Context: an optimization exercise on an open-source flow, tuned for small area. The choices shown serve that exercise and are no tape-out recipe.
At most, simulation tests tie the RTL to the original design; equivalence was not proved.

== old ==
// il_core
module il_core (
    input  wire        clk,
    input  wire        rst,
    input  wire        start,
    input  wire [15:0] prog_len,
    output wire        busy,
    output wire [15:0] acc,
    output wire [15:0] last_line,
    output wire [4:0]  esp,
    output wire [4:0]  csp,
    output wire        prog_valid,
    output wire [15:0] prog_addr,
    input  wire        prog_ready,
    input  wire [15:0] prog_word,
    input  wire [15:0] prog_opr,
    output wire        mem_valid,
    output wire        mem_we,
    output wire [1:0]  mem_region,
    output wire [4:0]  mem_slot,
    output wire [15:0] mem_wdata,
    input  wire        mem_ready,
    input  wire [15:0] mem_rdata
);
clock: 8.0 ns
lec_check: 0
cap_margin: 20
core_margin: 2
core_utilization: 65
slew_margin: 20
standard.sh (not shown) runs the stock make flow with config.mk's settings and CLKGATE_MAP_FILE= SYNTH_SCRIPT=/design/flow/synth_recipe.tcl, a recipe that flattens the netlist after the stock synthesis.
==> flow/flow/run.sh <==
#!/bin/bash
# The standard layout (the standard.sh), with two changes: the port
# buffers are sky130_fd_sc_hd__buf_1, and clock tree synthesis gets its own
# clustering arguments and no dummy loads.
set -euo pipefail
bash standard.sh finish "BUFFER_PORTS_ARGS=-buffer_cell sky130_fd_sc_hd__buf_1" \
  "CTS_ARGS=-sink_clustering_enable -repair_clock_nets -sink_clustering_size 32 -sink_clustering_max_diameter 80 -buf_list sky130_fd_sc_hd__clkbuf_16 -dont_use_dummy_load" \
  > standard_flow.log 2>&1
old closes out successfully: all stages finished, all timing, DRC and antenna checks passed.
Setup changes, old to new
--- a/flow/design.v
+++ b/flow/design.v
@@ -192,19 +192,20 @@
     end
     wire md_last = (md_mul && ph == 5'd15) || (!md_mul && ph == 5'd0 && eq);
     wire md_exit = md_last || (ph == 5'd16);
     wire acc_e   = (state == S_EPOP) && ph_e && (e_code != C_LOAD);
     wire acc_sh  = (state == S_MD) && !md_last;
     wire acc_en  = ((state == S_OPEN) && !esp_full && ph_e) || acc_e ||
                    (state == S_ALU2) || (state == S_MD);
-    wire acc_y = acc_en && !acc_e && !acc_sh;
-    always @(posedge clk)
-        acc_r <= {16{!rst}} & (({16{acc_e}} & e_acc) |
-                               ({16{acc_sh}} & {acc_r[14:0], !sum[16]}) |
-                               ({16{acc_y}} & alu_y) | ({16{!acc_en}} & acc_r));
+    always @(posedge clk) begin
+        if (rst)
+            acc_r <= 16'd0;
+        else if (acc_en)
+            acc_r <= acc_e ? e_acc : acc_sh ? {acc_r[14:0], !sum[16]} : alu_y;
+    end
     wire        md_code = (code == C_MUL) || (code == C_DIV);
     wire        w_prep  = (state == S_WPREP);
     wire        w_bit   = w_prep & dec_bit;
     wire        w_inv   = w_prep & neg;
     wire [15:0] wv      = w_bit ? {15'd0, acc_nz ^ w_inv} : (acc_r ^ {16{w_inv}});
     wire        w_ld    = w_prep || ((state == S_ALU1) && !md_code);
     wire        w_set   = (state == S_FETCH) && (op == 5'd3);
@@ -229,21 +230,14 @@
             end
         end
     end
     wire        rd_load = (code == C_LOAD);
     wire        i_load  = rd_load & neg;
     wire [15:0] rdv     = !dec_ok ? {16{i_load}} :
                           dec_bit ? {{15{i_load}}, mem_rdata[0]} : mem_rdata;
-    wire t1_f = (state == S_FETCH) && line_lt && prog_ready;
-    wire t1_e = (state == S_EPOP) && ph_e;
-    wire t1_m = ((state == S_MRD) || (state == S_MRDG)) && (!dec_ok || mem_ready);
-    wire t1_h = !(t1_f || t1_e || t1_m);
-    always @(posedge clk)
-        t1 <= ({16{t1_f}} & prog_opr) | ({16{t1_e}} & acc_r) |
-              ({16{t1_m}} & rdv) | ({16{t1_h}} & t1);
     wire e_we = (state == S_OPEN) && !esp_full && ph_e;
     wire c_we = (state == S_CPUSH) && ph_c;
     always @(posedge clk) begin
         if (rst) begin
             eclr <= 1'b1;
             ecar <= 1'b0;
         end else begin
@@ -271,14 +265,15 @@
                     state <= S_FETCH;
                 end
             end
             S_FETCH: begin
                 if (!line_lt) begin
                     state <= S_IDLE;
                 end else if (prog_ready) begin
+                    t1   <= prog_opr;
                     code <= op_code;
                     neg  <= fn && !(op == 5'd1 && fi && !fg);    
                     line <= line_inc;    
                     case (op)
                     5'd1: begin    
                         if (fg)      state <= S_OPEN;
                         else if (fi) state <= S_ALU2;
@@ -338,25 +333,27 @@
                     state <= S_FETCH;
                 end
             end
             S_EPOP: begin
                 if (ph_e) begin
                     code <= e_code;
                     neg  <= e_neg;
+                    t1   <= acc_r;
                     if (e_code == C_LOAD) begin
                         state <= S_MRD;
                     end else if (e_code == C_STOR) begin
                         state <= S_WPREP;
                     end else begin
                         state <= S_ALU1;
                     end
                 end
             end
             S_MRD, S_MRDG: begin
                 if (!dec_ok || mem_ready) begin
+                    t1 <= rdv;
                     if (rd_load) state <= S_ALU2;
                     else if (state == S_MRDG) state <= S_OPEN;
                     else state <= S_ALU1;
                 end
             end
             S_WPREP: begin
                 state <= S_MWR;
Findings:
- Clock insertion delay at the later pin of the skew report: old vs new — no meaningful difference
- From old to new the numbers moved as follows: via count has increased, final standard cell area without fillers now larger, layout filler cell count increased 36.
- Summary of new over old: global-route usage rose 1.8 points, area growth from synthesis to final layout rose 0.20 points.
- The largest family of logic cells by synthesized area comes out compound AO/OA/AOI/OAI gates in one run and simple AND/OR/NAND/NOR gates in the other, namely in old and new respectively.
- Between old and new, final RePlAce weighted congestion increased.
- Compared new vs old, and delay of the slowest critical-path stage is up in new.
- Register area (new vs. old) increases slightly
- Relative to old, number of flops mapped to enable cells by yosys increased by 16 in new.
- Compared with old, in new worst setup slack saw a decrease; count of different cell masters after synthesis decreased 1.
- Relative to old, the routed wire length of new is higher by about 6.4%.
- There was hardly any difference in met1 layer wirelength in the final routing between new and old.
Only the layout flow was run in old; the RTL was not checked for function there.

## separate check: timing with driven ports
The flow's constraints put no driver on any port. The routed layouts listed below were extracted and timed again, unchanged, in two steps. Step 1 (the two cells are an assumption about what drives the block):
set clk [get_ports {clk}]
set_driving_cell -lib_cell sky130_fd_sc_hd__clkbuf_16 $clk
set_driving_cell -lib_cell sky130_fd_sc_hd__buf_2 [delete_from_list [all_inputs] $clk]
Step 2 moves the port delays by t, midway between the first and last clock arrival at a register: inputs arrive t later, outputs are due t later. That takes back most of the time a late clock gives input paths. Slacks: no drivers / after step 1 / after step 2; pairs: no drivers / after step 1.
run | t (ns) | slack for setup (ns) | worst hold slack (ns) | worst setup path after step 2 | slew at the worst register clock pin (ns)
old | 0.596 | 1.927 / 1.927 / 1.927 | 0.291 / 0.291 / 0.291 | register to register | 0.12 / 0.12
new | 0.616 | 1.785 / 1.785 / 1.785 | 0.277 / 0.277 / 0.277 | register to register | 0.11 / 0.11
After both steps every run listed still meets setup and hold.
